Background: an optimization exercise with open tools, aiming at small area, a short achievable clock period and few clock cycles per item. Do not read the settings as production practice. At most, simulation tests tie the RTL to the original design; equivalence was not proved. The RTL of run 1 was laid out without a check of its function. No activity file was given, so power comes from the tool's default toggle rates.

`flow/flow/run.sh`:
```
#!/bin/bash
# Standard ORFS layout (the standard.sh) with: timing repair aiming for
# 9.5 ns of setup slack on the design's own constraints (the clock period is
# unchanged), the smallest buffer on the ports, and a clock tree without
# dummy loads. make's full output goes to flow_standard.log here; each
# tool's own log is under orfs/logs.
set -euo pipefail
export SETUP_SLACK_MARGIN=9.5
export BUFFER_PORTS_ARGS="-buffer_cell sky130_fd_sc_hd__buf_1"
export CTS_ARGS="-sink_clustering_enable -repair_clock_nets -dont_use_dummy_load "
bash standard.sh > flow_standard.log 2>&1
```
`flow/standard.sh`:
```
#!/bin/bash
# synth_recipe.tcl (not shown) runs the flow's synth.tcl, then flattens the netlist and writes it again
# the make line also repeats each setting of config.mk as NAME=value (left out here)
make -C /OpenROAD-flow-scripts/flow DESIGN_CONFIG=/design/flow/config.mk WORK_HOME=/design/flow/orfs CLKGATE_MAP_FILE= SYNTH_SCRIPT=/design/flow/synth_recipe.tcl "${@:-finish}"
```
`flow/config.mk`:
```
export PLATFORM = sky130hd
export DESIGN_NAME = spu_adpcm_decoder
export DESIGN_NICKNAME = spu_adpcm_decoder
export VERILOG_FILES = /design/flow/design.v
export SDC_FILE = /design/flow/constraint.sdc
export NUM_CORES = 4
export LEC_CHECK = 0
export CAP_MARGIN = 20
export CORE_MARGIN = 2
export CORE_UTILIZATION = 40
export SLEW_MARGIN = 20
```
`flow/constraint.sdc`:
```
create_clock -name core_clock -period 14.5 [get_ports {clk}]
set_input_delay 2.9000 -clock core_clock [delete_from_list [all_inputs] [get_ports {clk}]]
set_output_delay 2.9000 -clock core_clock [all_outputs]
set_load 0.01 [all_outputs]
```
`flow/design.v`:
```
module spu_adpcm_decoder (
    input  wire         clk,
    input  wire         rst,           
    input  wire         in_valid,
    output wire         in_ready,
    input  wire [4:0]   in_voice,      
    input  wire [127:0] in_block,      
    output wire         out_valid,
    input  wire         out_ready,
    output wire [15:0]  out_sample,    
    output wire [4:0]   out_voice,
    output wire [4:0]   out_index,     
    output wire [2:0]   out_flags      
);
    localparam NV = 24;
    localparam W  = 23;                
    localparam AW = 29;                
    localparam HW = 2 * W;             
    function [2*AW-1:0] csa;
        input [AW-1:0] a, b, c;
        begin
            csa[AW-1:0]    = a ^ b ^ c;
            csa[2*AW-1:AW] = ((a & b) | (a & c) | (b & c)) << 1;
        end
    endfunction
    reg [NV*HW-1:0] ring;              
    reg [4:0]       pos;               
    reg             sweep;             
    wire [4:0]      pos_n = (pos == NV - 1) ? 5'd0 : pos + 5'd1;
    reg [W-1:0]     pnd_p1, pnd_p0;
    reg             pnd_c1, pnd_c0;
    reg [4:0]       pnd_voice;
    reg             pnd_v;             
    wire [W-1:0]    pnd_x1 = pnd_p1 + pnd_c1;
    wire [W-1:0]    pnd_x0 = pnd_p0 + pnd_c0;
    reg [HW-1:0]    fet;               
    reg             fet_v;
    reg             fhit;              
    wire            wb_hit  = pnd_v && (pos == pnd_voice);
    wire [HW-1:0]   head_in = sweep ? {HW{1'b0}} : (wb_hit ? {pnd_x1, pnd_x0} : ring[HW-1:0]);
    always @(posedge clk)
        ring <= {head_in, ring[NV*HW-1:HW]};
    always @(posedge clk) begin
        if (rst) begin
            pos   <= NV - 1;
            sweep <= 1'b1;
        end else begin
            pos <= pos_n;
            if (pos == NV - 2) sweep <= 1'b0;
        end
    end
    reg [111:0] b_nib;
    reg [3:0]   b_shift;
    reg [3:0]   b_filt;               
    reg [2:0]   b_flags;
    reg [4:0]   b_voice;
    reg         bfull;                
    reg         in_ready_r;
    wire in_fire = in_valid && in_ready_r;
    wire [2:0] in_f = in_block[6:4];
    wire [3:0] in_filt = {in_f[2], in_f == 3'd3, in_f == 3'd2, in_f == 3'd1};
    reg         cw;                    
    reg [4:0]   cidx;                  
    reg [3:0]   cn;                    
    reg [3:0]   cn2;                   
    reg [3:0]   cshift;
    reg [3:0]   cf;                    
    reg         sA7, sB2;              
    reg [2:0]   cflags;
    reg [4:0]   curv;                  
    reg         curv_v;
    reg [W-1:0] lp;                    
    reg         lc;
    reg [AW-1:0] q;                    
    reg         s1v;
    reg [4:0]   s1_idx;
    reg [4:0]   s1_voice;
    reg [2:0]   s1_flags;
    reg         out_v;
    reg [15:0]  out_sample_r;
    reg [4:0]   out_voice_r;
    reg [4:0]   out_index_r;
    reg [2:0]   out_flags_r;
    reg         nsr;
    reg         swp;
    reg         qs_f, qs_p, qs_l;      
    reg [3:0]   qf_r;                  
    reg [3:0]   qn_r;
    reg [3:0]   qsh_r;
    wire        s1_moves = s1v && (!out_v || out_ready);
    wire        emit     = !cw && (!s1v || s1_moves);
    wire        start    = nsr && (cw || emit);
    wire        swap     = start && swp;
    wire        last     = (cidx == 5'd27);
    wire [AW-1:0] x0 = {{(AW-W){lp[W-1]}}, lp};
    wire f1 = cf[0], f2 = cf[1], f3 = cf[2], f4 = cf[3];
    wire [6:0] posv = ({7{f1}} & 7'd60) | ({7{f2}} & 7'd115) | ({7{f3}} & 7'd98) | ({7{f4}} & 7'd122);
    wire [AW-1:0] rA = ({AW{f1}} & (x0 << 6)) | ({AW{sA7}} & (x0 << 7));
    wire [AW-1:0] rB = ({AW{sB2}} & ~(x0 << 2)) | ({AW{f2}} & ~(x0 << 3)) | ({AW{f3}} & ~(x0 << 5));
    wire [AW-1:0] rC = ({AW{f2}} & ~(x0 << 2)) | ({AW{f3}} & (x0 << 1)) | ({AW{f4}} & ~(x0 << 1));
    wire [AW-1:0] rD = {AW{f2}} & ~x0;
    wire [AW-1:0] rL = {{(AW-7){1'b0}}, {7{lc}} & posv};
    wire [2*AW-1:0] s1a = csa(rA, rB, rC);
    wire [2*AW-1:0] s1b = csa(rD, rL, q);
    wire [2*AW-1:0] s2  = csa(s1a[AW-1:0], s1a[2*AW-1:AW], s1b[AW-1:0]);
    wire [2*AW-1:0] s3  = csa(s2[AW-1:0], s2[2*AW-1:AW], s1b[2*AW-1:AW]);
    wire [AW-1:0]   tx  = s3[AW-1:0];
    wire [AW-1:0]   ty  = s3[2*AW-1:AW];
    wire [AW-1:0]   t   = tx + ty;
    wire [15:0]     raw  = $signed({cn, 12'd0}) >>> cshift;
    wire [AW-1:0]   nraw = ~{{(AW-22){raw[15]}}, raw, 6'd0};
    wire [2*AW-1:0] sg   = csa(tx, ty, nraw);
    wire [AW-1:0]   acc  = sg[AW-1:0] + sg[2*AW-1:AW] + 1'b1;
    wire            lc_n = acc[AW-1] && (t[5:0] != 6'd0);
    wire [W-1:0]    lp_n = t[AW-1:6];
    wire [W-1:0]  qvp = ({W{qs_f}} & fet[HW-1:W]) | ({W{qs_p}} & pnd_p1) | ({W{qs_l}} & lp);
    wire          qvc = (qs_p & pnd_c1) | (qs_l & lc);
    wire [3:0]    qf  = qf_r;
    wire [15:0]   qraw = $signed({qn_r, 12'd0}) >>> qsh_r;
    wire [AW-1:0] x1  = {{(AW-W){qvp[W-1]}}, qvp};
    wire g1 = qf[0], g2 = qf[1], g3 = qf[2], g4 = qf[3];
    wire [AW-1:0] rE = {AW{g2 | g3 | g4}} & ~(x1 << 6);
    wire [AW-1:0] rF = ({AW{g2 | g3}} & (x1 << 3)) | ({AW{g4}} & (x1 << 2));
    wire [AW-1:0] rG = ({AW{g2}} & (x1 << 2)) | ({AW{g3}} & x1);
    wire [AW-1:0] rK = (g1 ? 33 : g2 ? 36 : g3 ? 34 : g4 ? 35 : 32) +
                       (!qvc ? 0 : g2 ? -52 : g3 ? -55 : g4 ? -60 : 0);
    wire [AW-1:0] rR = {{(AW-22){qraw[15]}}, qraw, 6'd0};
    wire [2*AW-1:0] u1  = csa(rE, rF, rG);
    wire [2*AW-1:0] u2  = csa(u1[AW-1:0], u1[2*AW-1:AW], rK);
    wire [2*AW-1:0] u3  = csa(u2[AW-1:0], u2[2*AW-1:AW], rR);
    wire [AW-1:0] q_n = u3[AW-1:0] + u3[2*AW-1:AW];
    wire [4:0]  ridx   = cidx + 5'd2;
    wire [3:0]  b_next = b_nib[ridx*4 +: 4];
    wire [W-1:0] s1x = (s1_idx == 5'd27) ? pnd_x0 : lp + lc;
    wire in_range = (s1x[W-1:15] == {(W-15){1'b0}}) || (s1x[W-1:15] == {(W-15){1'b1}});
    wire [15:0] s1_sample = in_range ? s1x[15:0] : (s1x[W-1] ? 16'h8000 : 16'h7fff);
    wire [3:0]   b_filt_n  = in_ready_r ? in_filt : b_filt;
    wire [111:0] b_nib_n   = in_ready_r ? in_block[127:16] : b_nib;
    wire [3:0]   b_shift_n = in_ready_r ? in_block[3:0] : b_shift;
    wire [4:0]   b_voice_n = in_ready_r ? in_voice : b_voice;
    localparam NX = 23;
    wire [NX-1:0] nx [0:1];
    genvar ge;
    generate
        for (ge = 0; ge < 2; ge = ge + 1) begin : g_next
            wire       em  = (ge == 1);
            wire       st  = nsr && (cw || em);
            wire       bf  = bfull ? !st : in_fire;
            wire       cwx = st ? 1'b0 : (em && last) ? 1'b1 : cw;
            wire [4:0] ci  = st ? 5'd0 : (em && !last) ? cidx + 5'd1 : cidx;
            wire       cvv = curv_v || st;
            wire [4:0] cv  = st ? b_voice : curv;
            wire       fv  = (st && swp) ? 1'b0 : (fet_v || fhit);
            wire       ns  = bf && (cwx || ci == 5'd27);
            wire       sw  = ns && !(cvv && b_voice_n == cv);
            wire [3:0] c2  = st ? b_nib[7:4] : (em && !last) ? b_next : cn2;
            wire [3:0] cfx = st ? b_filt : cf;
            wire [3:0] csx = st ? b_shift : cshift;
            wire       fh  = in_valid && !in_fire && !bf && !fv &&
                             !(cvv && in_voice == cv) && (pos_n == in_voice);
            wire       ir  = in_valid && !in_fire && !bf &&
                             (cwx || ci == 5'd26 || ci == 5'd27) &&
                             ((cvv && in_voice == cv) || fv);
            assign nx[ge] = {bf, cwx, cvv, fv, ns, sw,
                             sw, cwx && !sw, !cwx && !sw,
                             ns ? b_filt_n : cfx,
                             ns ? b_nib_n[3:0] : c2,
                             ns ? b_shift_n : csx,
                             fh, ir};
        end
    endgenerate
    wire [NX-1:0] nxs = emit ? nx[1] : nx[0];
    always @(posedge clk) begin
        if (start) begin
            cidx   <= 5'd0;
            cn     <= b_nib[3:0];
            cn2    <= b_nib[7:4];
            cshift <= b_shift;
            cf     <= b_filt;
            sA7    <= b_filt[1] | b_filt[2] | b_filt[3];
            sB2    <= b_filt[0] | b_filt[3];
            cflags <= b_flags;
            curv   <= b_voice;
        end else if (emit && !last) begin
            cidx <= cidx + 5'd1;
            cn   <= cn2;
            cn2  <= b_next;
        end
        if (emit || swap) begin
            lp <= swp ? fet[W-1:0] : lp_n;
            lc <= swp ? 1'b0       : lc_n;
        end
        if (emit || start)
            q <= q_n;
        if (emit && last) begin
            pnd_p1    <= lp;
            pnd_c1    <= lc;
            pnd_p0    <= lp_n;
            pnd_c0    <= lc_n;
            pnd_voice <= curv;
        end
        if (fhit)
            fet <= head_in;
        if (emit) begin
            s1_idx   <= cidx;
            s1_voice <= curv;
            s1_flags <= cflags;
        end
        if (s1_moves) begin
            out_sample_r <= s1_sample;
            out_voice_r  <= s1_voice;
            out_index_r  <= s1_idx;
            out_flags_r  <= s1_flags;
        end
        {qf_r, qn_r, qsh_r} <= nxs[13:2];
        if (in_ready_r) begin
            b_nib   <= in_block[127:16];
            b_shift <= in_block[3:0];
            b_filt  <= in_filt;
            b_flags <= in_block[10:8];
            b_voice <= in_voice;
        end
    end
    always @(posedge clk) begin
        if (rst) begin
            bfull      <= 1'b0;
            cw         <= 1'b1;
            curv_v     <= 1'b0;
            fet_v      <= 1'b0;
            fhit       <= 1'b0;
            nsr        <= 1'b0;
            swp        <= 1'b0;
            qs_f       <= 1'b0;
            qs_p       <= 1'b1;
            qs_l       <= 1'b0;
            pnd_v      <= 1'b0;
            s1v        <= 1'b0;
            out_v      <= 1'b0;
            in_ready_r <= 1'b0;
        end else begin
            {bfull, cw, curv_v, fet_v, nsr, swp, qs_f, qs_p, qs_l} <= nxs[22:14];
            fhit       <= nxs[1];
            in_ready_r <= nxs[0];
            if (swap && curv_v)
                pnd_v <= 1'b1;
            else if (wb_hit && !sweep)
                pnd_v <= 1'b0;
            if (emit)
                s1v <= 1'b1;
            else if (s1_moves)
                s1v <= 1'b0;
            if (s1_moves)
                out_v <= 1'b1;
            else if (out_ready)
                out_v <= 1'b0;
        end
    end
    assign in_ready   = in_ready_r;
    assign out_valid  = out_v;
    assign out_sample = out_sample_r;
    assign out_voice  = out_voice_r;
    assign out_index  = out_index_r;
    assign out_flags  = out_flags_r;
endmodule
```
==> metrics.md, run 1 <==
| Metric | Value |
|---|---|
| Post-synthesis mux area share | approximately 3.3% |
| Final HPWL DP | approximately 70,000 um |
| Final setup vio count | 0 |
| Data arrival time of the worst path | about 5.9 ns |
| Clk root buf | clkbuf_16 |
| Final total power | slightly below 9000 uW |
| Commonest register cell after synthesis | dfxtp_1 |
| Clk_skew | just under 0.08 ns |
| Critical path fanouts, max | 4 |
| Routed wl met3 | 6150 um |
| Critical path cell sequence | buf_6 > buf_6 > buf_6 > buf_12 > buf_8 > nor2b_4 > a211oi_2 > fa_1 > fa_1 > fa_2 > inv_2 > ha_4 > and4_4 > a21oi_4 > a311o_1 > a31oi_4 > a311oi_2 > xnor2_2 > mux2_4 |
| Fin. Hold Viols | 0 |
| CTS Hold Bufs | 0 |
| Xor and xnor area share after synthesis | about 2.8% |
| GR Util All Layers | between 10% and 20% |
| Setup TNS | 0 ns |
| Most frequent CP cell | buf_6 |
| CORE AREA | roughly 0.12 sq mm |
| I/O Buffers | 161 |
| Placer Congestion | 0.900 |
| Die W | ~360 um |
| H-tree level count | 4 |
| Startpoint class of the critical path | flop |
| Vias in the first global route | about 28,000 |
| Final max-slew violation count | 0 |
| Area of the multi-input gates | 0.0165 sq mm |
| Final cell count without fillers | around 5,700 |
| Fmax | 0.185 GHz |
| Longest Clk Path Bufs | 3 |
| Initial antenna violation count | 4 |
| Number of fillers in the final layout | roughly 11,000 |
| Cell area after layout | between 0.05 and 0.06 sq mm |
| Status | no timing/DRC/antenna violations |
| EDFF count, synth | 331 |
| Sequential-to-total area share from yosys stat | ~67% |
| Post-synthesis share of cell area spent on full adders, half adders and majority gates | between 10% and 20% |
| Final WL | 106,000 um |
| Max-Cap Viols | 0 |
| Slowest stage delay, CP | 0.67 ns |
| Via count | ~28,000 |
| Sequential cell area | about 0.033 sq mm |
| Post-Synth Simple-Gate Area | 6.27% |
| CP Class | reg -> reg |
| Synth Cell Area | about 0.050 sq mm |
| Post-DRT Antenna Nets | 0 |
| Crit. Startpoint | lp[8]$_DFFE_PP_ |
| DR iter-0 viols | between 2,000 and 2,500 |
| CP required | around 15 ns |
| Post-Syn Area per Cell | ~13 sq um |
| Crit. End Element | flop |
| Async SR Flop Fraction | 0% |
| Routed length on met1 | around 47,000 um |
| Yosys warns | 1 |
| Row Count | around 130 |
| Net Count, Synth | 4,139 |
| RSZ-0062 raised after global routing | true |
| # IOs | about 170 |
| Count of cell types in the netlist | 85 |
| First-pass GRT wire length | approximately 160,000 um |
| Slew headroom | 28.0% |
| Period utilization | between 30% and 40% |
| Routed length per instance | 18.6 um |
| Initial Util | between 40% and 50% |
| Worst-Margin Slew | approximately 1.1 ns |
| Via density | approximately 5 |
| Layout cell share with drive strength beyond 1 | between 10% and 20% |
| Post-placement cell count | ~5,400 |
| TritonCTS clock tree | yes |
| Drt first pass iters | 6 |
| Origin of the worst min-delay path | ring[260]$_DFF_P_ |
| Final min period | between 5 and 6 ns |
| Largest net degree at the start of global routing | 75 |
| Compound-cell area share of the yosys netlist | 7.30% |
| Clock latency (worst-skew pair) | between 0.7 and 0.8 ns |
| TritonCTS Buffers | between 100 and 150 |
| Synthesized flop and latch total | between 1,000 and 1,500 |
| Max layer used | met4 |
| Max rail drop VDD | 0.125 mV |
| Placed cell area | approximately 0.052 sq mm |
| Leakage | between 0.02 and 0.025 uW |
| Worst flop-to-flop path startpoint | lp[8]$_DFFE_PP_ |
| Min-Delay Path Class | reg -> reg |
| P per Cell Area | 151 mW/mm^2 |
| Met2 wire len | ~48,000 um |
| Drt drc | 0 |
| Largest family of logic cells by synthesized area | adder cells |
| Synthesis-to-finish area growth | 18.6% |
| Fin nets | ~4,500 |
| Die H | 357 um |
| Slowest CP cell | fa_2 |
| Cells after synthesis | between 3,000 and 4,000 |
| Die Area | around 0.13 sq mm |
| Worst-path clk slew | 0.06 ns |
| GRT overflow | 0 |
| Clock sinks | ~1,500 |
## where the power goes
group	switching (uW)	internal, uW	total (uW)
logic	755	691	1450
registers	59.8	4320	4380
clock network	1350	1750	3100
total	2160	6760	8930
## path summary, 6_finish.rpt
kind                       end  slack, ns  depth (start not counted)
min reg2reg  ring[214]$_DFF_P_       0.25                          0
max           lp[21]$_DFFE_PP_       9.11                         19
min          ring[214]$_DFF_P_       0.25                          0
max reg2reg   lp[21]$_DFFE_PP_       9.11                         19
## flip-flops by register name (all words and copies together), names as in the netlist, 16 cells and up
register and flops:
b_nib 112, fet 46, lp 23, out_sample_r 16
pnd_p0 23, pnd_p1 23, q 29, ring 1104
## repair_timing
action	in CTS	in global routing
endpoints found under the setup margin	59	44
setup buffers	106	53
pin swaps	104	104
resized for setup	235	150
endpoints found under the hold margin	0	0
cloned	3	2
## kinds of logic (layout without fill, tap and decap cells)
| logic type | count (synthesis) | count (layout) |
|---|---|---|
| flip-flops | 1488 | 1488 |
| AND/OR/NAND/NOR | 668 | 668 |
| AO/OA/AOI/OAI | 525 | 525 |
| buffers and inverters | 419 | 800 |
| adder cells (fa/ha/maj) | 312 | 312 |
| XOR/XNOR | 157 | 157 |
| multiplexers | 122 | 122 |
| other | 0 | 4 |
## stage by stage
stage | hold WS [ns] | utilization [%] | setup slack (ns)
finish | 0.249 | 47.8 | 9.11
global route | 0.251 | 47.8 | 8.97
CTS | 0.246 | 46.8 | 9.16
detailed placement | 0.312 | 42.3 | 8.03
global placement | 0.310 | 42.3 | 8.08
floorplan | 0.310 | - | 9.42
## layout make-up
| cell class | instances | area share [%] |
|---|---|---|
| antenna | 4 | 0.0170 |
| timing repair buffer | 359 | 4.25 |
| inverter | 296 | 1.96 |
| tap | 1637 | 3.47 |
| multi-input combinational | 1784 | 28.0 |
| sequential | 1488 | 56.2 |
| clock buffer | 145 | 6.15 |
## placed cells by master (no fill, tap or decap), types with 66 or more instances in the layout
cell and n:
fa_1 162, o21ai_0 71, a21oi_1 94, nor2_1 171, buf_4 135, inv_1 266, edfxtp_1 331, nand2_1 218
xnor2_1 101, ha_1 104, dfxtp_1 1149, clkbuf_16 147, mux2i_1 66, buf_1 161
## per-layer routing
layer / vias up / GRT usage, %
li1: 13254 / -
met1: 13647 / 22.8
met2: 802 / 26.1
met3: 214 / 3.38
met4: 0 / 7.65
met5: - / 0
## synthesized netlist by cell type (all sizes together) (10+ instances only)
| cell type | number | area [sq um] |
|---|---|---|
| a211oi | 59 | 443 |
| a21o | 27 | 203 |
| a21oi | 117 | 586 |
| a221oi | 19 | 179 |
| a22o | 44 | 385 |
| a22oi | 45 | 338 |
| a31oi | 17 | 106 |
| and3 | 17 | 106 |
| buf | 18 | 106 |
| clkbuf | 105 | 394 |
| dfxtp | 1157 | 23200 |
| edfxtp | 331 | 9940 |
| fa | 179 | 3580 |
| ha | 132 | 1650 |
| inv | 294 | 1100 |
| mux2 | 24 | 274 |
| mux2i | 66 | 661 |
| mux4 | 32 | 721 |
| nand2 | 236 | 886 |
| nand2b | 13 | 81.3 |
| nand3 | 69 | 350 |
| nand4 | 18 | 119 |
| nor2 | 179 | 672 |
| nor2b | 37 | 231 |
| nor3 | 35 | 190 |
| nor4 | 10 | 90.1 |
| o211ai | 14 | 105 |
| o21a | 18 | 135 |
| o21ai | 92 | 498 |
| o31ai | 10 | 75.1 |
| or2 | 11 | 68.8 |
| or3 | 11 | 68.8 |
| xnor2 | 105 | 920 |
| xor2 | 52 | 455 |
## critical path, delay by kind of cell (launching register included)
kind / cells / cell delay [ns]
adders and majority gates: 4 / 1.96
DFF: 1 / 0.53
muxes: 1 / 0.26
buffers and inverters: 6 / 0.72
and+or+nand+nor: 2 / 0.41
AOI/OAI and AO/OA: 5 / 1.06
xor gates and xnor gates: 1 / 0.18
==> run 2, diff against run 1 <==
--- a/flow/design.v
+++ b/flow/design.v
@@ -30,6 +30,7 @@
     reg [W-1:0]     pnd_p1, pnd_p0;
     reg             pnd_c1, pnd_c0;
     reg [4:0]       pnd_voice;
+    reg [2:0]       pnd_flags;
     reg             pnd_v;             
     wire [W-1:0]    pnd_x1 = pnd_p1 + pnd_c1;
     wire [W-1:0]    pnd_x0 = pnd_p0 + pnd_c0;
@@ -73,9 +74,7 @@
     reg         lc;
     reg [AW-1:0] q;                    
     reg         s1v;
-    reg [4:0]   s1_idx;
-    reg [4:0]   s1_voice;
-    reg [2:0]   s1_flags;
+    reg         s1_last;
     reg         out_v;
     reg [15:0]  out_sample_r;
     reg [4:0]   out_voice_r;
@@ -83,7 +82,6 @@
     reg [2:0]   out_flags_r;
     reg         nsr;
     reg         swp;
-    reg         qs_f, qs_p, qs_l;      
     reg [3:0]   qf_r;                  
     reg [3:0]   qn_r;
     reg [3:0]   qsh_r;
@@ -108,13 +106,18 @@
     wire [AW-1:0]   ty  = s3[2*AW-1:AW];
     wire [AW-1:0]   t   = tx + ty;
     wire [15:0]     raw  = $signed({cn, 12'd0}) >>> cshift;
-    wire [AW-1:0]   nraw = ~{{(AW-22){raw[15]}}, raw, 6'd0};
-    wire [2*AW-1:0] sg   = csa(tx, ty, nraw);
-    wire [AW-1:0]   acc  = sg[AW-1:0] + sg[2*AW-1:AW] + 1'b1;
-    wire            lc_n = acc[AW-1] && (t[5:0] != 6'd0);
+    wire [W-1:0]    nraw = ~{{(W-16){raw[15]}}, raw};
+    wire [W-1:0]    txh  = tx[AW-1:6];
+    wire [W-1:0]    tyh  = ty[AW-1:6];
+    wire [6:0]      tl   = tx[5:0] + ty[5:0];
+    wire [W-1:0]    sga  = txh ^ tyh ^ nraw;
+    wire [W-1:0]    sgb  = {(txh[W-2:0] & tyh[W-2:0]) | (txh[W-2:0] & nraw[W-2:0]) |
+                            (tyh[W-2:0] & nraw[W-2:0]), 1'b1};
+    wire [W-1:0]    sgs  = sga + sgb + tl[6];
+    wire            lc_n = sgs[W-1] && (t[5:0] != 6'd0);
     wire [W-1:0]    lp_n = t[AW-1:6];
-    wire [W-1:0]  qvp = ({W{qs_f}} & fet[HW-1:W]) | ({W{qs_p}} & pnd_p1) | ({W{qs_l}} & lp);
-    wire          qvc = (qs_p & pnd_c1) | (qs_l & lc);
+    wire [W-1:0]  qvp = swp ? fet[HW-1:W] : lp;
+    wire          qvc = !swp && lc;
     wire [3:0]    qf  = qf_r;
     wire [15:0]   qraw = $signed({qn_r, 12'd0}) >>> qsh_r;
     wire [AW-1:0] x1  = {{(AW-W){qvp[W-1]}}, qvp};
@@ -131,14 +134,14 @@
     wire [AW-1:0] q_n = u3[AW-1:0] + u3[2*AW-1:AW];
     wire [4:0]  ridx   = cidx + 5'd2;
     wire [3:0]  b_next = b_nib[ridx*4 +: 4];
-    wire [W-1:0] s1x = (s1_idx == 5'd27) ? pnd_x0 : lp + lc;
+    wire [W-1:0] s1x = s1_last ? pnd_x0 : lp + lc;
     wire in_range = (s1x[W-1:15] == {(W-15){1'b0}}) || (s1x[W-1:15] == {(W-15){1'b1}});
     wire [15:0] s1_sample = in_range ? s1x[15:0] : (s1x[W-1] ? 16'h8000 : 16'h7fff);
     wire [3:0]   b_filt_n  = in_ready_r ? in_filt : b_filt;
     wire [111:0] b_nib_n   = in_ready_r ? in_block[127:16] : b_nib;
     wire [3:0]   b_shift_n = in_ready_r ? in_block[3:0] : b_shift;
     wire [4:0]   b_voice_n = in_ready_r ? in_voice : b_voice;
-    localparam NX = 23;
+    localparam NX = 20;
     wire [NX-1:0] nx [0:1];
     genvar ge;
     generate
@@ -162,7 +165,6 @@
                              (cwx || ci == 5'd26 || ci == 5'd27) &&
                              ((cvv && in_voice == cv) || fv);
             assign nx[ge] = {bf, cwx, cvv, fv, ns, sw,
-                             sw, cwx && !sw, !cwx && !sw,
                              ns ? b_filt_n : cfx,
                              ns ? b_nib_n[3:0] : c2,
                              ns ? b_shift_n : csx,
@@ -186,31 +188,27 @@
             cn   <= cn2;
             cn2  <= b_next;
         end
-        if (emit || swap) begin
+        if (start || (emit && !last)) begin
             lp <= swp ? fet[W-1:0] : lp_n;
             lc <= swp ? 1'b0       : lc_n;
-        end
-        if (emit || start)
-            q <= q_n;
+            q  <= q_n;
+        end
         if (emit && last) begin
             pnd_p1    <= lp;
             pnd_c1    <= lc;
             pnd_p0    <= lp_n;
             pnd_c0    <= lc_n;
             pnd_voice <= curv;
+            pnd_flags <= cflags;
         end
         if (fhit)
             fet <= head_in;
-        if (emit) begin
-            s1_idx   <= cidx;
-            s1_voice <= curv;
-            s1_flags <= cflags;
-        end
+        if (emit)
+            s1_last <= last;
         if (s1_moves) begin
             out_sample_r <= s1_sample;
-            out_voice_r  <= s1_voice;
-            out_index_r  <= s1_idx;
-            out_flags_r  <= s1_flags;
+            out_voice_r  <= s1_last ? pnd_voice : curv;
+            out_flags_r  <= s1_last ? pnd_flags : cflags;
         end
         {qf_r, qn_r, qsh_r} <= nxs[13:2];
         if (in_ready_r) begin
@@ -230,15 +228,13 @@
             fhit       <= 1'b0;
             nsr        <= 1'b0;
             swp        <= 1'b0;
-            qs_f       <= 1'b0;
-            qs_p       <= 1'b1;
-            qs_l       <= 1'b0;
             pnd_v      <= 1'b0;
             s1v        <= 1'b0;
             out_v      <= 1'b0;
+            out_index_r <= 5'd27;          
             in_ready_r <= 1'b0;
         end else begin
-            {bfull, cw, curv_v, fet_v, nsr, swp, qs_f, qs_p, qs_l} <= nxs[22:14];
+            {bfull, cw, curv_v, fet_v, nsr, swp} <= nxs[19:14];
             fhit       <= nxs[1];
             in_ready_r <= nxs[0];
             if (swap && curv_v)
@@ -249,9 +245,10 @@
                 s1v <= 1'b1;
             else if (s1_moves)
                 s1v <= 1'b0;
-            if (s1_moves)
-                out_v <= 1'b1;
-            else if (out_ready)
+            if (s1_moves) begin
+                out_v       <= 1'b1;
+                out_index_r <= (out_index_r == 5'd27) ? 5'd0 : out_index_r + 5'd1;
+            end else if (out_ready)
                 out_v <= 1'b0;
         end
     end
--- a/flow/flow/run.sh
+++ b/flow/flow/run.sh
@@ -7,5 +7,5 @@
 set -euo pipefail
 export SETUP_SLACK_MARGIN=9.5
 export BUFFER_PORTS_ARGS="-buffer_cell sky130_fd_sc_hd__buf_1"
-export CTS_ARGS="-sink_clustering_enable -repair_clock_nets -dont_use_dummy_load "
+export CTS_ARGS="-sink_clustering_enable -repair_clock_nets -dont_use_dummy_load -sink_clustering_size 22 -sink_clustering_max_diameter 80 -buf_list sky130_fd_sc_hd__clkbuf_16"
 bash standard.sh > flow_standard.log 2>&1
--- a/flow/config.mk
+++ b/flow/config.mk
@@ -7,5 +7,5 @@
 export LEC_CHECK = 0
 export CAP_MARGIN = 20
 export CORE_MARGIN = 2
-export CORE_UTILIZATION = 40
+export CORE_UTILIZATION = 55
 export SLEW_MARGIN = 20
==> metrics.md, run 2 <==
| Metric | Value |
|---|---|
| TritonCTS clock tree | yes (unchanged) |
| Most frequent cells in the layout | dfxtp_1 (1,152), edfxtp_1 (317), inv_1 (246), nor2_1 (179), fa_1 (174) (was dfxtp_1 (1,149), edfxtp_1 (331), inv_1 (266), nand2_1 (218), nor2_1 (171)) |
| # IOs | 168 (unchanged) |
| Commonest register cell after synthesis | dfxtp_1 (unchanged) |
| Clk_skew | 0.0855 ns (was 0.0787 ns) |
| GRT overflow | 0 (unchanged) |
| Clock latency (worst-skew pair) | 0.67 ns (was 0.76 ns) |
| Drt drc | 0 (unchanged) |
| I/O Buffers | 161 (unchanged) |
| Final setup vio count | 0 (unchanged) |
| Crit. End Element | flop (unchanged) |
| Data arrival time of the worst path | 5.72 ns (was 5.86 ns) |
| Fin. Hold Viols | 0 (unchanged) |
| Fmax | 0.187 GHz (was 0.185 GHz) |
| Drt first pass iters | 7 (was 6) |
| CP required | 14.88 ns (was 14.97 ns) |
| Count leader, synth | dfxtp_1 (unchanged) |
| Final max-slew violation count | 0 (unchanged) |
| Net Count, Synth | 3,996 (was 4,139) |
| Vias in the first global route | 26,806 (was 27,617) |
| Yosys warns | 1 (unchanged) |
| Layout cell share with drive strength beyond 1 | 14.3% (was 16.9%) |
| Period utilization | 36.8% (was 37.2%) |
| Max reg flops | 1,104 (unchanged) |
| Largest net degree at the start of global routing | 74 (was 75) |
| Cells after synthesis | 3,555 (was 3,691) |
| Min-Delay Path Class | reg -> reg (unchanged) |
| Worst-path clk slew | 0.08 ns (was 0.06 ns) |
| Final cell count without fillers | 5,004 (was 5,713) |
| Sequential-to-total area share from yosys stat | 67.2% (was 66.6%) |
| Top cell type's share of synthesized area | 47.6% (was 46.6%) |
| Biggest regs | ring: 1104 flops, b_nib: 112 flops, fet: 46 flops (unchanged) |
| Final HPWL DP | 70,400 um (about the same) |
| Crit. Startpoint | cf[2]$_DFFE_PP_ (was lp[8]$_DFFE_PP_) |
| Initial Util | 55.3% (was 40.3%) |
| Die H | 302 um (was 357 um) |
| Critical path fanouts, max | 29 (was 4) |
| CP Class | reg -> reg (unchanged) |
| Status | no timing/DRC/antenna violations (unchanged) |
| Largest Register | ring (unchanged) |
| Worst flop-to-flop path startpoint | cf[2]$_DFFE_PP_ (was lp[8]$_DFFE_PP_) |
| Leakage | 0.0213 uW (was 0.0231 uW) |
| Longest Clk Path Bufs | 3 (unchanged) |
| Post-synth top cells | dfxtp_1 (1,160), edfxtp_1 (317), inv_1 (270) (was dfxtp_1 (1,157), edfxtp_1 (331), inv_1 (293)) |
| Fin nets | 4,281 (was 4,522) |
| Clk root buf | clkbuf_16 (unchanged) |
| CTS Hold Bufs | 0 (unchanged) |
| Top post-synthesis cells by area | dfxtp_1 (48%), edfxtp_1 (20%), fa_1 (7.4%), ha_1 (3.2%), inv_1 (2.1%) (was dfxtp_1 (47%), edfxtp_1 (20%), fa_1 (7.2%), ha_1 (3.3%), inv_1 (2.2%)) |
| Startpoint class of the critical path | flop (unchanged) |
| Worst-Margin Slew | 0.947 ns (was 1.08 ns) |
| EDFF count, synth | 317 (was 331) |
| Initial antenna violation count | 5 (was 4) |
| Most common cell after layout, fill and taps aside | dfxtp_1 (unchanged) |
| P per Cell Area | 179 mW/mm^2 (was 151 mW/mm^2) |
| Die W | 302 um (was 357 um) |
| GR Util All Layers | 22.8% (was 16.8%) |
| Clock sinks | 1,477 (was 1,488) |
| Area of the multi-input gates | 0.0156 sq mm (was 0.0165 sq mm) |
| Synth area leader | dfxtp_1 (unchanged) |
| Die Area | 0.0910 sq mm (was 0.127 sq mm) |
| H-tree level count | 3 (was 4) |
| CORE AREA | 0.0881 sq mm (was 0.123 sq mm) |
| Placer Congestion | 0.946 (was 0.900) |
| Final WL | 105,000 um (was 106,000 um) |
| Post-DRT Antenna Nets | 0 (unchanged) |
| First-pass GRT wire length | 157,000 um (was 163,000 um) |
| Placed cell area | 0.0506 sq mm (was 0.0522 sq mm) |
| Synthesized flop and latch total | 1,477 (was 1,488) |
| Max-Cap Viols | 0 (unchanged) |
| RSZ-0062 raised after global routing | true (unchanged) |
| Count of cell types in the netlist | 82 (was 85) |
| Sequential cell area | 0.0328 sq mm (was 0.0331 sq mm) |
| Hold Slack | 0.304 ns (was 0.249 ns) |
| Origin of the worst min-delay path | ring[278]$_DFF_P_ (was ring[260]$_DFF_P_) |
| DR iter-0 viols | 2,008 (was 2,050) |
| Cell area after layout | 0.0550 sq mm (was 0.0590 sq mm) |
| Final min period | 5.34 ns (was 5.39 ns) |
| Number of fillers in the final layout | 6,839 (was 10,777) |
| Synthesis-to-finish area growth | 12.9% (was 18.6%) |
| TritonCTS Buffers | 81 (was 145) |
| Synth Cell Area | 0.0488 sq mm (was 0.0497 sq mm) |
| Slew headroom | 36.9% (was 28.0%) |
| Setup TNS | 0 ns (unchanged) |
| Routed length per instance | 21.0 um (was 18.6 um) |
| Row Count | 109 (was 129) |
| Max rail drop VDD | 0.160 mV (was 0.125 mV) |
| Async SR Flop Fraction | 0% (unchanged) |
| Via count | 26,835 (was 27,917) |
| Post-placement cell count | 4,790 (was 5,400) |
| Final core utilization | 62.5% (was 47.8%) |
| Post-Syn Area per Cell | 13.7 sq um (was 13.5 sq um) |
| Via density | 5.36 (was 4.89) |
==> run 2: timing repair <==
item	in CTS	in global routing
pin swaps	31	57
gates cloned	5	1
gates resized for setup	143	172
setup endpoints to repair	74	39
endpoints found under the hold margin	0	0
buffers inserted	74	52
==> run 2: per-layer routing <==
layer  routed length, um  up-vias  share of wire, %  track usage (%)
met3                6430      152               6.1             4.65
met1               47700    13337                45             32.6
met2               48200      708                46             35.4
li1                    -    12636                 -                -
met4                2680        2               2.6             6.92
met5                  13        -             0.012                0
==> run 2: final cells by class <==
cell class / instances / area share, %
Sequential cell: 1477 / 59.5
Multi-Input combinational cell: 1689 / 28.4
Tap cell: 1165 / 2.65
Antenna cell: 1 / 0.00455
Clock buffer: 81 / 3.68
Timing Repair Buffer: 314 / 3.76
Inverter: 277 / 1.97
==> run 2: kinds of logic (layout without fill, tap and decap cells) <==
| family | after synthesis | after routing | synth area share [%] |
|---|---|---|---|
| adder cells (fa/ha/maj) | 305 | 305 | 10.6 |
| AND/OR/NAND/NOR | 594 | 596 | 5.65 |
| multiplexers | 133 | 133 | 3.69 |
| buffers and inverters | 391 | 672 | 3.10 |
| XOR/XNOR | 151 | 151 | 2.71 |
| other | 0 | 1 | 0 |
| AO/OA/AOI/OAI | 504 | 504 | 7.09 |
| flip-flops | 1477 | 1477 | 67.2 |
==> run 2: worst paths after layout <==
check | end | slack (ns) | depth (start not counted)
worst max register to register | lc$_SDFFCE_PP0P_ | 9.16 | 19
worst min register to register | ring[232]$_DFF_P_ | 0.30 | 0
worst max-delay path | lc$_SDFFCE_PP0P_ | 9.16 | 19
worst min-delay path | ring[232]$_DFF_P_ | 0.30 | 0
==> run 2: power by group <==
group / internal, uW / switching, uW
Sequential: 4400 / 62.8
Combinational: 1470 / 1730
Clock: 993 / 1180
Total: 6860 / 2970
==> run 2: per-stage QoR <==
step / total power [uW] / worst slack [ns]
global placement: 7130 / 7.50
floorplan: 6500 / 9.50
detailed placement: 7160 / 7.48
CTS: 9550 / 9.24
finish: 9830 / 9.16
global route: 10400 / 9.06
==> run 2: critical path: stages (launching register included) <==
cell,delay (ns)
edfxtp_1,0.42
buf_6,0.22
a221oi_4,0.31
fa_1,0.47
fa_1,0.58
inv_2,0.04
fa_2,0.56
inv_2,0.05
fa_1,0.52
inv_2,0.06
ha_4,0.21
a21o_1,0.20
a211oi_4,0.29
o211ai_1,0.14
a211o_1,0.33
a21oi_2,0.17
o21ai_2,0.08
xnor2_2,0.16
buf_6,0.16
nor3_1,0.05
Testbench counts of run 2, summed over its fixed seeds: cycles 35,888, blocks 1,280.
==> run 3, diff against run 2 <==
--- a/flow/config.mk
+++ b/flow/config.mk
@@ -7,5 +7,5 @@
 export LEC_CHECK = 0
 export CAP_MARGIN = 20
 export CORE_MARGIN = 2
-export CORE_UTILIZATION = 55
+export CORE_UTILIZATION = 40
 export SLEW_MARGIN = 20
==> metrics.md, run 3 <==
| Metric | Value |
|---|---|
| Async SR Flop Fraction | 0% (unchanged) |
| Most frequent cells in the layout | dfxtp_1 (1,152), edfxtp_1 (317), inv_1 (252), nor2_1 (183), fa_1 (172) (was dfxtp_1 (1,152), edfxtp_1 (317), inv_1 (246), nor2_1 (179), fa_1 (174)) |
| Net Count, Synth | 3,996 (unchanged) |
| EDFF count, synth | 317 (unchanged) |
| GRT busiest layer | met2 (unchanged) |
| Sequential cell area | 0.0328 sq mm (about the same) |
| Critical path cell sequence | buf_12 > clkinvlp_4 > buf_6 > buf_4 > nor2_2 > a211oi_2 > fa_1 > fa_1 > inv_1 > fa_1 > inv_1 > fa_1 > inv_1 > ha_4 > a21o_1 > a21o_1 > a21o_1 > a21o_1 > a211oi_2 > o21ai_2 > xnor2_2 > buf_6 > nor2_1 (was buf_6 > a221oi_4 > fa_1 > fa_1 > inv_2 > fa_2 > inv_2 > fa_1 > inv_2 > ha_4 > a21o_1 > a211oi_4 > o211ai_1 > a211o_1 > a21oi_2 > o21ai_2 > xnor2_2 > buf_6 > nor3_1) |
| Synth Cell Area | 0.0488 sq mm (unchanged) |
| Fin nets | 4,243 (was 4,281) |
| Drt first pass iters | 5 (was 7) |
| Vias in the first global route | 25,511 (was 26,806) |
| Worst-path clk slew | 0.09 ns (was 0.08 ns) |
| Setup TNS | 0 ns (unchanged) |
| Clock latency (worst-skew pair) | 0.68 ns (was 0.67 ns) |
| Max reg flops | 1,104 (unchanged) |
| Cells after synthesis | 3,555 (unchanged) |
| DR iter-0 viols | 1,503 (was 2,008) |
| CP required | 14.89 ns (was 14.88 ns) |
| Yosys warns | 1 (unchanged) |
| Post-placement cell count | 5,249 (was 4,790) |
| Count of cell types in the netlist | 82 (unchanged) |
| Biggest regs | ring: 1104 flops, b_nib: 112 flops, fet: 46 flops (unchanged) |
| Met3 global-route usage | 3.17% (was 4.65%) |
| Max rail drop VDD | 0.109 mV (was 0.160 mV) |
| I/O Buffers | 161 (unchanged) |
| Min-Delay Path Class | reg -> reg (unchanged) |
| Area of the multi-input gates | 0.0155 sq mm (was 0.0156 sq mm) |
| Max-Cap Viols | 0 (unchanged) |
| # IOs | 168 (unchanged) |
| Critical path fanouts, max | 5 (was 29) |
| CP Class | reg -> reg (unchanged) |
| Via count | 26,095 (was 26,835) |
| Row Count | 128 (was 109) |
| Fin. Hold Viols | 0 (unchanged) |
| Leakage | 0.0211 uW (was 0.0213 uW) |
| Startpoint class of the critical path | flop (unchanged) |
| Status | no timing/DRC/antenna violations (unchanged) |
| Sequential-to-total area share from yosys stat | 67.2% (unchanged) |
| Top cell type's share of synthesized area | 47.6% (unchanged) |
| Placer Congestion | 0.894 (was 0.946) |
| Count leader, synth | dfxtp_1 (unchanged) |
| Crit. End Element | flop (unchanged) |
| GR Util All Layers | 15.2% (was 22.8%) |
| M1 GR Usage | 21.2% (was 32.6%) |
| Synthesis-to-finish area growth | 13.2% (was 12.9%) |
| Data arrival time of the worst path | 5.61 ns (was 5.72 ns) |
| Post-Syn Area per Cell | 13.7 sq um (unchanged) |
| GRT overflow | 0 (unchanged) |
| Initial Util | 40.2% (was 55.3%) |
| Routed length per instance | 17.7 um (was 21.0 um) |
| Post-DRT Antenna Nets | 0 (unchanged) |
| Via density | 4.81 (was 5.36) |
| Critical path buffer and inverter count | 8 (was 5) |
| Post-synth top cells | dfxtp_1 (1,160), edfxtp_1 (317), inv_1 (270) (unchanged) |
| Die H | 353 um (was 302 um) |
| Final setup vio count | 0 (unchanged) |
| Slowest stage delay, CP | 0.52 ns (was 0.58 ns) |
| Synth area leader | dfxtp_1 (unchanged) |
| CORE AREA | 0.121 sq mm (was 0.0881 sq mm) |
| Worst-Margin Slew | 1.00 ns (was 0.947 ns) |
| First-pass GRT wire length | 147,000 um (was 157,000 um) |
| Clock sinks | 1,477 (unchanged) |
| Drt drc | 0 (unchanged) |
| Top post-synthesis cells by area | dfxtp_1 (48%), edfxtp_1 (20%), fa_1 (7.4%), ha_1 (3.2%), inv_1 (2.1%) (unchanged) |
| CTS Hold Bufs | 0 (unchanged) |
| Die Area | 0.125 sq mm (was 0.0910 sq mm) |
| Period utilization | 36.0% (was 36.8%) |
| Longest Clk Path Bufs | 3 (unchanged) |
| Top cell family by delay on the critical path | adder cells (unchanged) |
| Final min period | 5.22 ns (was 5.34 ns) |
| Final HPWL DP | 65,300 um (was 70,400 um) |
| Layout cell share with drive strength beyond 1 | 13.0% (was 14.3%) |
| Slew headroom | 32.9% (was 36.9%) |
| Fmax | 0.192 GHz (was 0.187 GHz) |
| Clk_skew | 0.0687 ns (was 0.0855 ns) |
| Hold Slack | 0.270 ns (was 0.304 ns) |
| RSZ-0062 raised after global routing | true (unchanged) |
| Commonest register cell after synthesis | dfxtp_1 (unchanged) |
| Final WL | 96,100 um (was 105,000 um) |
| Most common cell after layout, fill and taps aside | dfxtp_1 (unchanged) |
| TritonCTS clock tree | yes (unchanged) |
| Initial antenna violation count | 13 (was 5) |
| Final cell count without fillers | 5,427 (was 5,004) |
| Synthesized flop and latch total | 1,477 (unchanged) |
| TritonCTS Buffers | 81 (unchanged) |
| Final max-slew violation count | 0 (unchanged) |
| H-tree level count | 3 (unchanged) |
| Largest net degree at the start of global routing | 72 (was 74) |
| Clk root buf | clkbuf_16 (unchanged) |
| Die W | 353 um (was 302 um) |
| Largest Register | ring (unchanged) |
| P per Cell Area | 175 mW/mm^2 (was 179 mW/mm^2) |
| Slowest CP cell | fa_1 (unchanged) |
| Number of fillers in the final layout | 10,891 (was 6,839) |
| Met2 GRT Util | 23.1% (was 35.4%) |
==> run 3: cell counts after synthesis <==
Identical to the previous run, type by type.
==> run 3: what timing repair did <==
action	4_1_cts	5_1_grt
gates cloned	8	0
hold endpoints to repair	0	0
buffers inserted	57	30
pin swaps	20	42
endpoints found under the setup margin	55	44
resized for setup	126	157
==> run 3: per-layer routing <==
| layer | routed length [um] | part of all wire (%) |
|---|---|---|
| met5 | 119 | 0.12 |
| met2 | 41600 | 43 |
| met4 | 3850 | 4.0 |
| met3 | 5420 | 5.6 |
| met1 | 45200 | 47 |
==> run 3: worst paths after layout <==
kind / depth (start not counted) / to / slack (ns) / start
worst max-delay path: 23 / pnd_c0$_DFFE_PP_ / 9.28 / cf[2]$_DFFE_PP_
worst min-delay path: 0 / ring[478]$_DFF_P_ / 0.27 / ring[524]$_DFF_P_
worst max register to register: 23 / pnd_c0$_DFFE_PP_ / 9.28 / cf[2]$_DFFE_PP_
worst min register to register: 0 / ring[478]$_DFF_P_ / 0.27 / ring[524]$_DFF_P_
==> run 3: cell families (layout without fill, tap and decap cells) <==
family          count (synthesis)  in the layout  share of synthesized area, %
mux                           133            133                          3.69
fa+ha+maj                     305            305                          10.6
compound gates                504            504                          7.09
flops                        1477           1477                          67.2
xor+xnor                      151            151                          2.71
simple gates                  594            596                          5.65
other cells                     0              2                             0
buf+inv                       391            634                          3.10
==> run 3: power breakdown <==
group	internal [uW]	leakage, uW	total [uW]	switching, uW
Combinational	1410	0.00778	3000	1600
Clock	994	0.000998	2180	1180
Sequential	4400	0.0123	4450	52.4
Total	6800	0.0211	9630	2830
==> run 3: layout make-up <==
type	count	share of cell area [%]
flip-flops and latches	1477	59.4
multi-input cells	1689	28.1
well taps	1625	3.69
clock buffers	81	3.67
repair buffers	275	3.17
inverters	277	1.95
repair inverters	1	0.0136
diodes	2	0.00907
==> run 3: through the flow <==
step / utilization (%) / cell area [sq um] / total power, uW / worst slack, ns
final: 45.4 / 55200 / 9630 / 9.28
after detailed placement: 42.1 / 51100 / 7050 / 7.78
after global routing: 45.4 / 55200 / 10200 / 9.13
after floorplan: - / 48800 / 6500 / 9.50
after CTS: 44.7 / 54200 / 9400 / 9.27
after global placement: 42.1 / 51100 / 7020 / 7.78
==> run 4, diff against run 3 <==
--- a/flow/design.v
+++ b/flow/design.v
@@ -27,12 +27,11 @@
     reg [4:0]       pos;               
     reg             sweep;             
     wire [4:0]      pos_n = (pos == NV - 1) ? 5'd0 : pos + 5'd1;
-    reg [W-1:0]     pnd_p1, pnd_p0;
-    reg             pnd_c1, pnd_c0;
+    reg [W-1:0]     pnd_x1, pnd_p0;
+    reg             pnd_c0;
     reg [4:0]       pnd_voice;
     reg [2:0]       pnd_flags;
     reg             pnd_v;             
-    wire [W-1:0]    pnd_x1 = pnd_p1 + pnd_c1;
     wire [W-1:0]    pnd_x0 = pnd_p0 + pnd_c0;
     reg [HW-1:0]    fet;               
     reg             fet_v;
@@ -194,8 +193,7 @@
             q  <= q_n;
         end
         if (emit && last) begin
-            pnd_p1    <= lp;
-            pnd_c1    <= lc;
+            pnd_x1    <= s1x;              
             pnd_p0    <= lp_n;
             pnd_c0    <= lc_n;
             pnd_voice <= curv;
--- a/flow/config.mk
+++ b/flow/config.mk
@@ -9,3 +9,4 @@
 export CORE_MARGIN = 2
 export CORE_UTILIZATION = 40
 export SLEW_MARGIN = 20
+export TNS_END_PERCENT = 5
==> metrics.md, run 4 <==
| Metric | Value |
|---|---|
| Synth area leader | dfxtp_1 (unchanged) |
| Period utilization | 37.8% (was 36.0%) |
| Most frequent cells in the layout | dfxtp_1 (1,155), edfxtp_1 (316), inv_1 (289), nand2_1 (194), fa_1 (180) (was dfxtp_1 (1,152), edfxtp_1 (317), inv_1 (252), nor2_1 (183), fa_1 (172)) |
| Critical path fanouts, max | 13 (was 5) |
| Slew headroom | 35.5% (was 32.9%) |
| Async SR Flop Fraction | 0% (unchanged) |
| Fin nets | 4,190 (was 4,243) |
| H-tree level count | 3 (unchanged) |
| Final total power | 8860 uW (was 9630 uW) |
| Synthesized flop and latch total | 1,476 (was 1,477) |
| Cells after synthesis | 3,542 (was 3,555) |
| Clock sinks | 1,476 (was 1,477) |
| I/O Buffers | 161 (unchanged) |
| GRT overflow | 0 (unchanged) |
| Drt drc | 0 (unchanged) |
| Status | no timing/DRC/antenna violations (unchanged) |
| Post-synth top cells | dfxtp_1 (1,160), edfxtp_1 (316), inv_1 (293) (was dfxtp_1 (1,160), edfxtp_1 (317), inv_1 (270)) |
| RSZ-0062 raised after global routing | true (unchanged) |
| Min-Delay Path Class | reg -> reg (unchanged) |
| Setup TNS | 0 ns (unchanged) |
| Net Count, Synth | 3,982 (was 3,996) |
| P per Cell Area | 165 mW/mm^2 (was 175 mW/mm^2) |
| Yosys warns | 1 (unchanged) |
| Clk_skew | 0.0830 ns (was 0.0687 ns) |
| Commonest register cell after synthesis | dfxtp_1 (unchanged) |
| Initial Util | 40.4% (was 40.2%) |
| Final WL | 93,700 um (was 96,100 um) |
| Initial antenna violation count | 2 (was 13) |
| Routed length per instance | 17.5 um (was 17.7 um) |
| Post-DRT Antenna Nets | 0 (unchanged) |
| CORE AREA | 0.120 sq mm (was 0.121 sq mm) |
| Biggest regs | ring: 1104 flops, b_nib: 112 flops, fet: 46 flops (unchanged) |
| TritonCTS clock tree | yes (unchanged) |
| First-pass GRT wire length | 145,000 um (was 147,000 um) |
| CTS Hold Bufs | 0 (unchanged) |
| Startpoint class of the critical path | flop (unchanged) |
| Fin. Hold Viols | 0 (unchanged) |
| Top post-synthesis cells by area | dfxtp_1 (48%), edfxtp_1 (20%), fa_1 (7.5%), ha_1 (3.2%), inv_1 (2.3%) (was dfxtp_1 (48%), edfxtp_1 (20%), fa_1 (7.4%), ha_1 (3.2%), inv_1 (2.1%)) |
| Vias in the first global route | 25,368 (was 25,511) |
| Sequential cell area | 0.0327 sq mm (was 0.0328 sq mm) |
| Crit. Startpoint | cf[2]$_DFFE_PP_ (unchanged) |
| Area of the multi-input gates | 0.0145 sq mm (was 0.0155 sq mm) |
| Most common cell after layout, fill and taps aside | dfxtp_1 (unchanged) |
| Die H | 352 um (was 353 um) |
| Die W | 352 um (was 353 um) |
| Fmax | 0.182 GHz (was 0.192 GHz) |
| Largest Register | ring (unchanged) |
| Crit. End Element | flop (unchanged) |
| Final setup vio count | 0 (unchanged) |
| TritonCTS Buffers | 82 (was 81) |
| Row Count | 127 (was 128) |
| Largest net degree at the start of global routing | 77 (was 72) |
| Via density | 4.77 (was 4.81) |
| Longest Clk Path Bufs | 3 (unchanged) |
| Top cell type's share of synthesized area | 48.0% (was 47.6%) |
| Sequential-to-total area share from yosys stat | 67.5% (was 67.2%) |
| DR iter-0 viols | 1,786 (was 1,503) |
| Origin of the worst min-delay path | ring[270]$_DFF_P_ (was ring[524]$_DFF_P_) |
| Max rail drop VDD | 0.103 mV (was 0.109 mV) |
| Data arrival time of the worst path | 5.88 ns (was 5.61 ns) |
| GR Util All Layers | 15.0% (was 15.2%) |
| Drt first pass iters | 5 (unchanged) |
| Placer Congestion | 0.871 (was 0.894) |
| Synth Cell Area | 0.0484 sq mm (was 0.0488 sq mm) |
| # IOs | 168 (unchanged) |
| Final HPWL DP | 66,000 um (was 65,300 um) |
| Worst-path clk slew | 0.08 ns (was 0.09 ns) |
| EDFF count, synth | 316 (was 317) |
| Post-Syn Area per Cell | 13.7 sq um (about the same) |
| Synthesis-to-finish area growth | 11.0% (was 13.2%) |
| CP Class | reg -> reg (unchanged) |
| Clock latency (worst-skew pair) | 0.68 ns (about the same) |
| Worst-Margin Slew | 0.958 ns (was 1.00 ns) |
| Max-Cap Viols | 0 (unchanged) |
| CP required | 14.89 ns (about the same) |
| Die Area | 0.124 sq mm (was 0.125 sq mm) |
| Layout cell share with drive strength beyond 1 | 8.62% (was 13.0%) |
| Max reg flops | 1,104 (unchanged) |
| Via count | 25,590 (was 26,095) |
| Final max-slew violation count | 0 (unchanged) |
| Leakage | 0.0207 uW (was 0.0211 uW) |
| Number of fillers in the final layout | 10,823 (was 10,891) |
| Count of cell types in the netlist | 79 (was 82) |
| Count leader, synth | dfxtp_1 (unchanged) |
| Worst flop-to-flop path startpoint | cf[2]$_DFFE_PP_ (unchanged) |
| Hold Slack | 0.265 ns (was 0.270 ns) |
| Clk root buf | clkbuf_16 (unchanged) |
| Final min period | 5.48 ns (was 5.22 ns) |
## run 4: per-layer routing
layer / track usage, % / routed length (um) / vias up / share of wire (%)
met4: 4.83 / 2720 / 0 / 2.9
met2: 24.1 / 43100 / 653 / 46
met3: 2.45 / 5260 / 136 / 5.6
met5: 0 / 0 / - / 0
li1: - / - / 12304 / -
met1: 20.7 / 42600 / 12497 / 45
## run 4: report_power, final
group	total [uW]	leakage, uW	switching [uW]	internal (uW)
clock network	2180	0.00101	1170	1010
logic	2270	0.00755	1260	1010
registers	4410	0.0122	53.4	4360
## run 4: cell families (layout without fill, tap and decap cells)
| family | count (synthesis) | count (layout) | share of synthesized area [%] |
|---|---|---|---|
| DFF | 1476 | 1476 | 67.5 |
| and+or+nand+nor | 589 | 590 | 5.68 |
| AOI/OAI and AO/OA | 509 | 509 | 6.89 |
| buffers and inverters | 408 | 613 | 3.35 |
| adders and majority gates | 303 | 303 | 10.6 |
| xor gates and xnor gates | 136 | 136 | 2.46 |
| muxes | 121 | 121 | 3.44 |
| other | 0 | 1 | 0 |
## run 4: cell type report
class                           count  area share (%)
Antenna cell                        1         0.00465
Tap cell                         1612            3.75
Sequential cell                  1476            60.9
Inverter                          296            2.09
Clock buffer                       82            3.82
Multi-Input combinational cell   1659            26.9
Timing Repair Buffer              235            2.54
## run 4: worst paths after layout
path         cells past startpoint                 to  slack (ns)
min                              0  ring[224]$_DFF_P_        0.26
max reg2reg                     16   lc$_SDFFCE_PP0P_        9.02
max                             16   lc$_SDFFCE_PP0P_        9.02
min reg2reg                      0  ring[224]$_DFF_P_        0.26
## run 4: critical path: stages (launching register included)
cell	delay, ns
edfxtp_1	0.44
buf_12	0.18
clkinvlp_4	0.13
buf_12	0.16
nor2_1	0.05
a211oi_1	0.27
fa_1	0.46
fa_1	0.51
fa_1	0.46
fa_1	0.52
inv_1	0.04
ha_1	0.18
or4_1	0.60
or4_4	0.60
a31o_4	0.28
xnor2_4	0.25
nor3_1	0.07
## run 4: repair_timing
item	4_1_cts	5_1_grt
setup buffers	20	18
setup endpoints to repair	64	48
resized for setup	62	54
pin swaps	10	14
cloned	2	4
## run 4: stage by stage
stage	utilization (%)	instances	worst slack (ns)	cell area [sq um]
finish	44.8	5361	9.02	53800
global route	44.8	5360	8.81	53800
CTS	44.4	5338	9.01	53300
detailed placement	42.3	5234	7.96	50800
global placement	42.3	5234	7.98	50800
floorplan	-	3542	9.11	48400
Testbench counts of run 4, summed over its fixed seeds: cycles 35,888, blocks 1,280.
==> run 5, diff against run 4 <==
--- a/flow/config.mk
+++ b/flow/config.mk
@@ -5,8 +5,8 @@
 export SDC_FILE = /design/flow/constraint.sdc
 export NUM_CORES = 4
 export LEC_CHECK = 0
+export ABC_AREA = 1
 export CAP_MARGIN = 20
 export CORE_MARGIN = 2
 export CORE_UTILIZATION = 40
 export SLEW_MARGIN = 20
-export TNS_END_PERCENT = 5
==> metrics.md, run 5 <==
| Metric | Value |
|---|---|
| Longest Clk Path Bufs | 3 (unchanged) |
| GRT overflow | 0 (unchanged) |
| Placer Congestion | 0.920 (was 0.871) |
| Synthesis-to-finish area growth | 11.8% (was 11.0%) |
| Final WL | 111,000 um (was 93,700 um) |
| Final max-slew violation count | 0 (unchanged) |
| Crit. End Element | flop (unchanged) |
| Slew headroom | 32.3% (was 35.5%) |
| Routed wl met3 | 6080 um (was 5260 um) |
| Met2 wire len | 51,000 um (was 43,100 um) |
| Post-Syn Area per Cell | 11.5 sq um (was 13.7 sq um) |
| Routed length on met1 | 51,200 um (was 42,600 um) |
| Largest net degree at the start of global routing | 91 (was 77) |
| # IOs | 168 (unchanged) |
| Clk root buf | clkbuf_16 (unchanged) |
| Layout cell share with drive strength beyond 1 | 8.30% (was 8.62%) |
| GR Util All Layers | 17.5% (was 15.0%) |
| Clk_skew | 0.0724 ns (was 0.0830 ns) |
| Async SR Flop Fraction | 0% (unchanged) |
| Leakage | 0.0225 uW (was 0.0207 uW) |
| Part of the power in registers | 55.8% (was 49.8%) |
| Startpoint class of the critical path | flop (unchanged) |
| Placed cell area | 0.0518 sq mm (was 0.0508 sq mm) |
| CORE AREA | 0.123 sq mm (was 0.120 sq mm) |
| Cells after synthesis | 4,288 (was 3,542) |
| Psw | 2030 uW (was 2490 uW) |
| Hold Slack | 0.288 ns (was 0.265 ns) |
| Fin nets | 4,974 (was 4,190) |
| Max rail drop VDD | 0.0997 mV (was 0.103 mV) |
| TritonCTS clock tree | yes (unchanged) |
| Post-synth top cells | dfxtp_1 (1,160), nand2_1 (605), inv_1 (481) (was dfxtp_1 (1,160), edfxtp_1 (316), inv_1 (293)) |
| Final core utilization | 44.9% (was 44.8%) |
| Die H | 356 um (was 352 um) |
| Final HPWL DP | 80,000 um (was 66,000 um) |
| Crit. Startpoint | lp[4]$_DFFE_PP_ (was cf[2]$_DFFE_PP_) |
| Critical path fanouts, max | 8 (was 13) |
| Worst flop-to-flop path startpoint | lp[4]$_DFFE_PP_ (was cf[2]$_DFFE_PP_) |
| Via density | 4.77 (about the same) |
| Max layer used | met5 (was met4) |
| First-pass GRT wire length | 169,000 um (was 145,000 um) |
| Via count | 29,437 (was 25,590) |
| Net Sw Frac | 26.3% (was 28.1%) |
| DR iter-0 viols | 2,145 (was 1,786) |
| H-tree level count | 3 (unchanged) |
| Sequential-to-total area share from yosys stat | 66.1% (was 67.5%) |
| Biggest regs | ring: 1104 flops, b_nib: 112 flops, fet: 46 flops (unchanged) |
| Fin. Hold Viols | 0 (unchanged) |
| Most frequent cells in the layout | dfxtp_1 (1,155), nand2_1 (597), inv_1 (469), edfxtp_1 (316), nor2_1 (311) (was dfxtp_1 (1,155), edfxtp_1 (316), inv_1 (289), nand2_1 (194), fa_1 (180)) |
| Top post-synthesis cells by area | dfxtp_1 (47%), edfxtp_1 (19%), fa_1 (7.3%), nand2_1 (4.6%), inv_1 (3.7%) (was dfxtp_1 (48%), edfxtp_1 (20%), fa_1 (7.5%), ha_1 (3.2%), inv_1 (2.3%)) |
| Final min period | 4.86 ns (was 5.48 ns) |
| Cell area after layout | 0.0553 sq mm (was 0.0538 sq mm) |
| Internal | 5700 uW (was 6370 uW) |
| Clk pwr share | 28.4% (was 24.6%) |
| Max-Cap Viols | 0 (unchanged) |
| Number of fillers in the final layout | 11,419 (was 10,823) |
| Routed length per instance | 18.1 um (was 17.5 um) |
| P per Cell Area | 140 mW/mm^2 (was 165 mW/mm^2) |
| Status | no timing/DRC/antenna violations (unchanged) |
| Final setup vio count | 0 (unchanged) |
| Top cell type's share of synthesized area | 47.0% (was 48.0%) |
| Drt first pass iters | 7 (was 5) |
| Die W | 356 um (was 352 um) |
| Drt drc | 0 (unchanged) |
| Setup TNS | 0 ns (unchanged) |
| Count leader, synth | dfxtp_1 (unchanged) |
| Synth area leader | dfxtp_1 (unchanged) |
| Synth Cell Area | 0.0495 sq mm (was 0.0484 sq mm) |
| Fmax | 0.206 GHz (was 0.182 GHz) |
| Initial antenna violation count | 4 (was 2) |
| Count of cell types in the netlist | 54 (was 79) |
| Net Count, Synth | 4,728 (was 3,982) |
| Data arrival time of the worst path | 5.28 ns (was 5.88 ns) |
| Min-Delay Path Class | reg -> reg (unchanged) |
| Most common cell after layout, fill and taps aside | dfxtp_1 (unchanged) |
| I/O Buffers | 161 (unchanged) |
| Worst-path clk slew | 0.09 ns (was 0.08 ns) |
| TritonCTS Buffers | 82 (unchanged) |
| EDFF count, synth | 316 (unchanged) |
| Row Count | 129 (was 127) |
| Commonest register cell after synthesis | dfxtp_1 (unchanged) |
| Clock latency (worst-skew pair) | 0.67 ns (was 0.68 ns) |
| Origin of the worst min-delay path | ring[299]$_DFF_P_ (was ring[270]$_DFF_P_) |
| Period utilization | 33.5% (was 37.8%) |
| CP Class | reg -> reg (unchanged) |
| RSZ-0062 raised after global routing | true (unchanged) |
| Initial Util | 40.2% (was 40.4%) |
| Vias in the first global route | 28,786 (was 25,368) |
| Die Area | 0.126 sq mm (was 0.124 sq mm) |
| Max reg flops | 1,104 (unchanged) |
| Post-DRT Antenna Nets | 0 (unchanged) |
| Synthesized flop and latch total | 1,476 (unchanged) |
| Yosys warns | 1 (unchanged) |
| Largest Register | ring (unchanged) |
| Worst-Margin Slew | 1.02 ns (was 0.958 ns) |
| CP required | 14.92 ns (was 14.89 ns) |
| Comb pwr share | 15.8% (was 25.6%) |
| Clock sinks | 1,476 (unchanged) |
[run 5: cell count changes in the layout (fill, tap and decap cells not counted), moves of 46 or more]
cell / before / now
inv_1: 289 / 469
o21ai_0: 76 / 228
xnor2_1: 87 / 21
nand3_1: 52 / 129
nor2_1: 165 / 311
a22o_1: 47 / 1
nand2_1: 194 / 597
o22ai_1: 6 / 97
[run 5: logic make-up (layout without fill, tap and decap cells)]
kind of cell | count (synthesis) | in the layout | share of synthesized area, %
AOI/OAI and AO/OA | 619 | 619 | 7.08
xor gates and xnor gates | 84 | 84 | 1.49
adders and majority gates | 303 | 303 | 10.4
buffers and inverters | 616 | 860 | 4.82
DFF | 1476 | 1476 | 66.1
other | 0 | 5 | 0
and+or+nand+nor | 1190 | 1190 | 10.0
[run 5: final timing paths]
kind	end	cells after the start	slack [ns]
worst min-delay path	ring[253]$_DFF_P_	0	0.29
worst max-delay path	lp[7]$_DFFE_PP_	16	9.64
worst min register to register	ring[253]$_DFF_P_	0	0.29
worst max register to register	lp[7]$_DFFE_PP_	16	9.64
[run 5: cell type report]
cell class	count	area, sq um	share of cell area (%)
Sequential cell	1476	32700	59.2
Antenna cell	5	12.5	0.0226
Multi-Input combinational cell	2196	14800	26.9
Tap cell	1637	2050	3.70
Timing Repair inverter	7	52.6	0.0950
Inverter	499	1910	3.46
Timing Repair Buffer	272	1650	2.98
Clock buffer	82	2050	3.71
[run 5: repair_timing]
action	in CTS	in global routing
hold buffers	0	0
cloned	2	10
pin swaps	3	17
resized for setup	77	100
endpoints found under the setup margin	59	44
setup buffers	37	41
[run 5: metal layers]
metal	vias up	track usage (%)
met5	-	0
met4	2	5.22
met3	180	2.64
met2	853	28.3
met1	14059	24.3
li1	14343	-
[run 5: power groups by stage]
stage | registers, uW | logic [uW] | clock network, uW
after floorplan | 4400 | 814 | 0
after global placement | 4410 | 1160 | 0
after detailed placement | 4410 | 1160 | 0
after CTS | 4310 | 1200 | 2270
after global routing | 4320 | 1370 | 2420
final | 4310 | 1230 | 2190
[run 5: metrics by stage]
step,worst slack [ns],total power [uW],instances
after floorplan,9.68,5210,4288
after global placement,8.59,5570,5996
after detailed placement,8.74,5580,5996
after CTS,9.50,7780,6117
after global routing,9.46,8110,6169
final,9.64,7730,6174
[run 5: worst max-delay path, stage by stage (launching register included)]
cell,delay [ns]
edfxtp_1,0.56
inv_1,0.22
a221o_1,0.36
fa_1,0.40
inv_1,0.08
fa_1,0.45
fa_1,0.63
inv_1,0.08
ha_1,0.39
nand2_1,0.14
o21ai_0,0.31
a21oi_2,0.10
o21bai_2,0.22
a21oi_1,0.11
or2_2,0.29
nand3_1,0.18
nand2_1,0.07

==> re-timing with driven ports <==
No port has a modelled driver above. Below, the same layouts with a new extraction and two added sets of constraints. Step 1 (the two cells are an assumption about what drives the block):
set clk [get_ports {clk}]
set_driving_cell -lib_cell sky130_fd_sc_hd__clkbuf_16 $clk
set_driving_cell -lib_cell sky130_fd_sc_hd__buf_2 [delete_from_list [all_inputs] $clk]
Step 2, shift: input delay + t, output delay - t, t = (earliest + latest rising clock arrival at the registers) / 2. This alone moves slack from input paths to output paths. Slacks: no drivers / after step 1 / after step 2; pairs: no drivers / after step 1.
run	t (ns)	slack for setup (ns)	worst data-port slew with drivers (ns)
run 1	0.788	9.106 / 9.106 / 9.106	0.10
run 2	0.699	9.163 / 9.163 / 9.140	0.07
run 3	0.716	9.281 / 9.281 / 9.109	0.08
run 4	0.715	9.015 / 9.015 / 9.015	0.08
run 5	0.712	9.642 / 9.642 / 9.588	0.10
After both steps setup and hold are still met in every run listed. The setup slack of run 3, which loses most, moves by 0.000 ns with the drivers and by -0.172 ns with both steps.
